Background: an optimization exercise with open tools, aiming at small area. Do not read the settings as production practice. Function was checked by simulation only, so behaviour that the tests miss may differ from the original. Power and IR drop assume default switching activity.

## violet
// bms_module
module bms_module (
    input  wire        clk,
    input  wire        rst,           
    input  wire        line_in,       
    output reg         line_out,      
    output reg         line_oe,
    input  wire [15:0] meas0,
    input  wire [15:0] meas1,
    input  wire [15:0] meas2,
    input  wire [15:0] meas3,
    input  wire [15:0] meas4,
    input  wire [31:0] ver_sw,
    input  wire [15:0] ver_hw,
    input  wire [31:0] ver_sn,
    output wire [7:0]  my_addr,
    output reg         cmd_valid,
    output wire [7:0]  cmd_addr,
    output wire [2:0]  cmd_op,
    output wire [10:0] cmd_arg,
    output wire        cmd_bcast
);
    localparam BCAST      = 8'hAA;
    localparam OP_GETDATA = 3'd0;
    localparam OP_SETADDR = 3'd1;
    localparam OP_SHUNTON = 3'd2;
    localparam OP_VERSION = 3'd3;
    localparam OP_RESV    = 3'd4;
    localparam OP_ADDRMODE= 3'd5;
    localparam T_GET  = 2'd0;
    localparam T_VER  = 2'd1;
    localparam T_FWD  = 2'd2;
    localparam T_NONE = 2'd3;        
    reg        pol;
    reg        line_prev;
    wire       lvl = (line_in == pol);
    reg        rx_on;                 
    reg        tx_busy;
    reg  [3:0] clk_cnt;               
    reg  [3:0] bitc;                  
    reg        pend;                  
    wire clk_run  = rx_on | tx_busy;
    wire tick     = clk_run && (clk_cnt == 4'd15);
    wire rx_tick  = tick && !tx_busy;
    wire tx_tick  = tick && tx_busy;
    wire b_start = (bitc == 4'd15);
    wire b_stop  = (bitc == 4'd8);
    wire b_data  = !bitc[3];
    reg [10:0] dw0, dw1;
    reg  [3:0] sy;
    reg        pa;
    reg        er0, er1;
    reg        nz;
    reg  [2:0] rx_count;
    reg        rx_len4;
    reg        frame_complete;
    function is_data_pos(input [3:0] p);
        is_data_pos = (p != 4'd0) && (p != 4'd1) && (p != 4'd2) && (p != 4'd4) && (p != 4'd8);
    endfunction
    wire       cnt4   = rx_count[2];
    wire [3:0] cpos   = {rx_count[0], bitc[2:0]} + 4'd1;      
    wire       rx_dat = rx_tick && b_data && !cnt4;
    wire       up0    = rx_dat && !rx_count[1];
    wire       up1    = rx_dat &&  rx_count[1];
  ...
Settings: LEC_CHECK=0, CAP_MARGIN=20, CORE_MARGIN=2, CORE_UTILIZATION=60, PLACE_DENSITY=0.8, SLEW_MARGIN=20, SYNTH_HIERARCHICAL=1; clock period 10.0 ns.
standard.sh (not shown) runs the stock make flow with config.mk's settings and CLKGATE_MAP_FILE= SYNTH_SCRIPT=/design/flow/synth_recipe.tcl, a recipe that flattens the netlist after the stock synthesis.
==> flow/flow/run.sh <==
#!/bin/bash
# The standard layout (standard synthesis, ORFS steps), with every port
# buffered by the smallest buffer instead of the default pick, the
# synthesized gates taken down to their smallest drive strength after
# floorplan (later repair steps upsize where needed), and a clock tree
# without dummy loads.
set -euo pipefail
export BUFFER_PORTS_ARGS="-buffer_cell sky130_fd_sc_hd__buf_1"
export POST_FLOORPLAN_TCL="$PWD/flow/downsize.tcl"
export CTS_ARGS="-sink_clustering_enable -repair_clock_nets -buf_list sky130_fd_sc_hd__clkbuf_8 -dont_use_dummy_load"
bash standard.sh > standard_flow.log 2>&1
==> flow/flow/downsize.tcl <==
# Swap each combinational cell for the smallest cell of the same family
# (same name but the drive-strength suffix), e.g. nor4_2 -> nor4_1.
# Flip-flops are left alone; later repair steps upsize where needed.
set ds_count 0
set ds_saved 0.0
foreach inst [get_cells *] {
  set m [get_property $inst ref_name]
  if {![regexp {^(sky130_fd_sc_hd__[a-z0-9]+)_([0-9]+)$} $m -> base drv]} { continue }
  if {[regexp {^sky130_fd_sc_hd__(s?e?dfx|dfr|dfs|dfb|edf|sdf|sedf|dl|tap|fill|decap|conb|diode|clk)} $base]} { continue }
  set best $m
  set best_area [get_property [get_lib_cells */$m] area]
  foreach d {0 1 2} {
    set cand ${base}_$d
    set lc [get_lib_cells -quiet */$cand]
    if {$lc == ""} { continue }
    if {[get_property $lc dont_use]} { continue }
    set a [get_property $lc area]
    if {$a < $best_area} { set best $cand; set best_area $a }
  }
  if {$best != $m} {
    set old_area [get_property [get_lib_cells */$m] area]
    replace_cell $inst [get_lib_cells */$best]
    incr ds_count
    set ds_saved [expr {$ds_saved + $old_area - $best_area}]
  }
}
puts "downsize: $ds_count cells, [format %.1f $ds_saved] um2"
violet: all stages complete, timing, DRC and antenna checks passed
The inputs of willow differ from those of violet as listed below.
Settings: changing CAP_MARGIN from 20 to 10; setting GPL_TIMING_DRIVEN to 0 for the first time; changing SLEW_MARGIN from 20 to 10.
--- a/flow/flow/run.sh
+++ b/flow/flow/run.sh
@@ -2,7 +2,7 @@
 # The standard layout (standard synthesis, ORFS steps), with every port
 # buffered by the smallest buffer instead of the default pick, the
-# synthesized gates taken down to their smallest drive strength after
-# floorplan (later repair steps upsize where needed), and a clock tree
-# without dummy loads.
+# synthesized gates taken down to their smallest drive strength and the
+# synthesis buffers removed after floorplan (later repair steps upsize or
+# buffer where needed), and a clock tree without dummy loads.
 set -euo pipefail
 export BUFFER_PORTS_ARGS="-buffer_cell sky130_fd_sc_hd__buf_1"
--- a/flow/flow/downsize.tcl
+++ b/flow/flow/downsize.tcl
@@ -26,2 +26,5 @@
 }
 puts "downsize: $ds_count cells, [format %.1f $ds_saved] um2"
+# The synthesis buffers go now too (timing-driven placement, which would
+# remove them, is off).
+remove_buffers
- willow finished all stages; the layout is clean.
- Compare willow and violet | switching power higher: willow
- willow -> violet: total design power flat
- On global-route usage: willow sits below violet.

==> what the ideal ports hide <==
Ports are ideal in the flow. The routed layouts listed here were re-timed in OpenROAD.
Step 1 (the two cells are an assumption about what drives the block):
set clk [get_ports {clk}]
set_driving_cell -lib_cell sky130_fd_sc_hd__clkbuf_16 $clk
set_driving_cell -lib_cell sky130_fd_sc_hd__buf_2 [delete_from_list [all_inputs] $clk]
Step 2 also shifts input and output timing later by t, the mid clock arrival at the registers, as if the neighbouring blocks saw the same clock.
Slacks: ideal / step 1 / step 2; pairs: ideal / step 1.
| run | t (ns) | setup slack, ns | hold WS [ns] | clock arrival spread, ns |
|---|---|---|---|---|
| violet | 0.483 | 5.998 / 5.961 / 6.137 | 0.473 / 0.473 / 0.473 | 0.029 / 0.028 |
| willow | 0.480 | 5.683 / 5.689 / 5.210 | 0.452 / 0.452 / 0.452 | 0.023 / 0.023 |
After both steps setup and hold are still met in every run listed. The setup slack of willow, which loses most, moves by +0.006 ns with the drivers and by -0.473 ns with both steps.
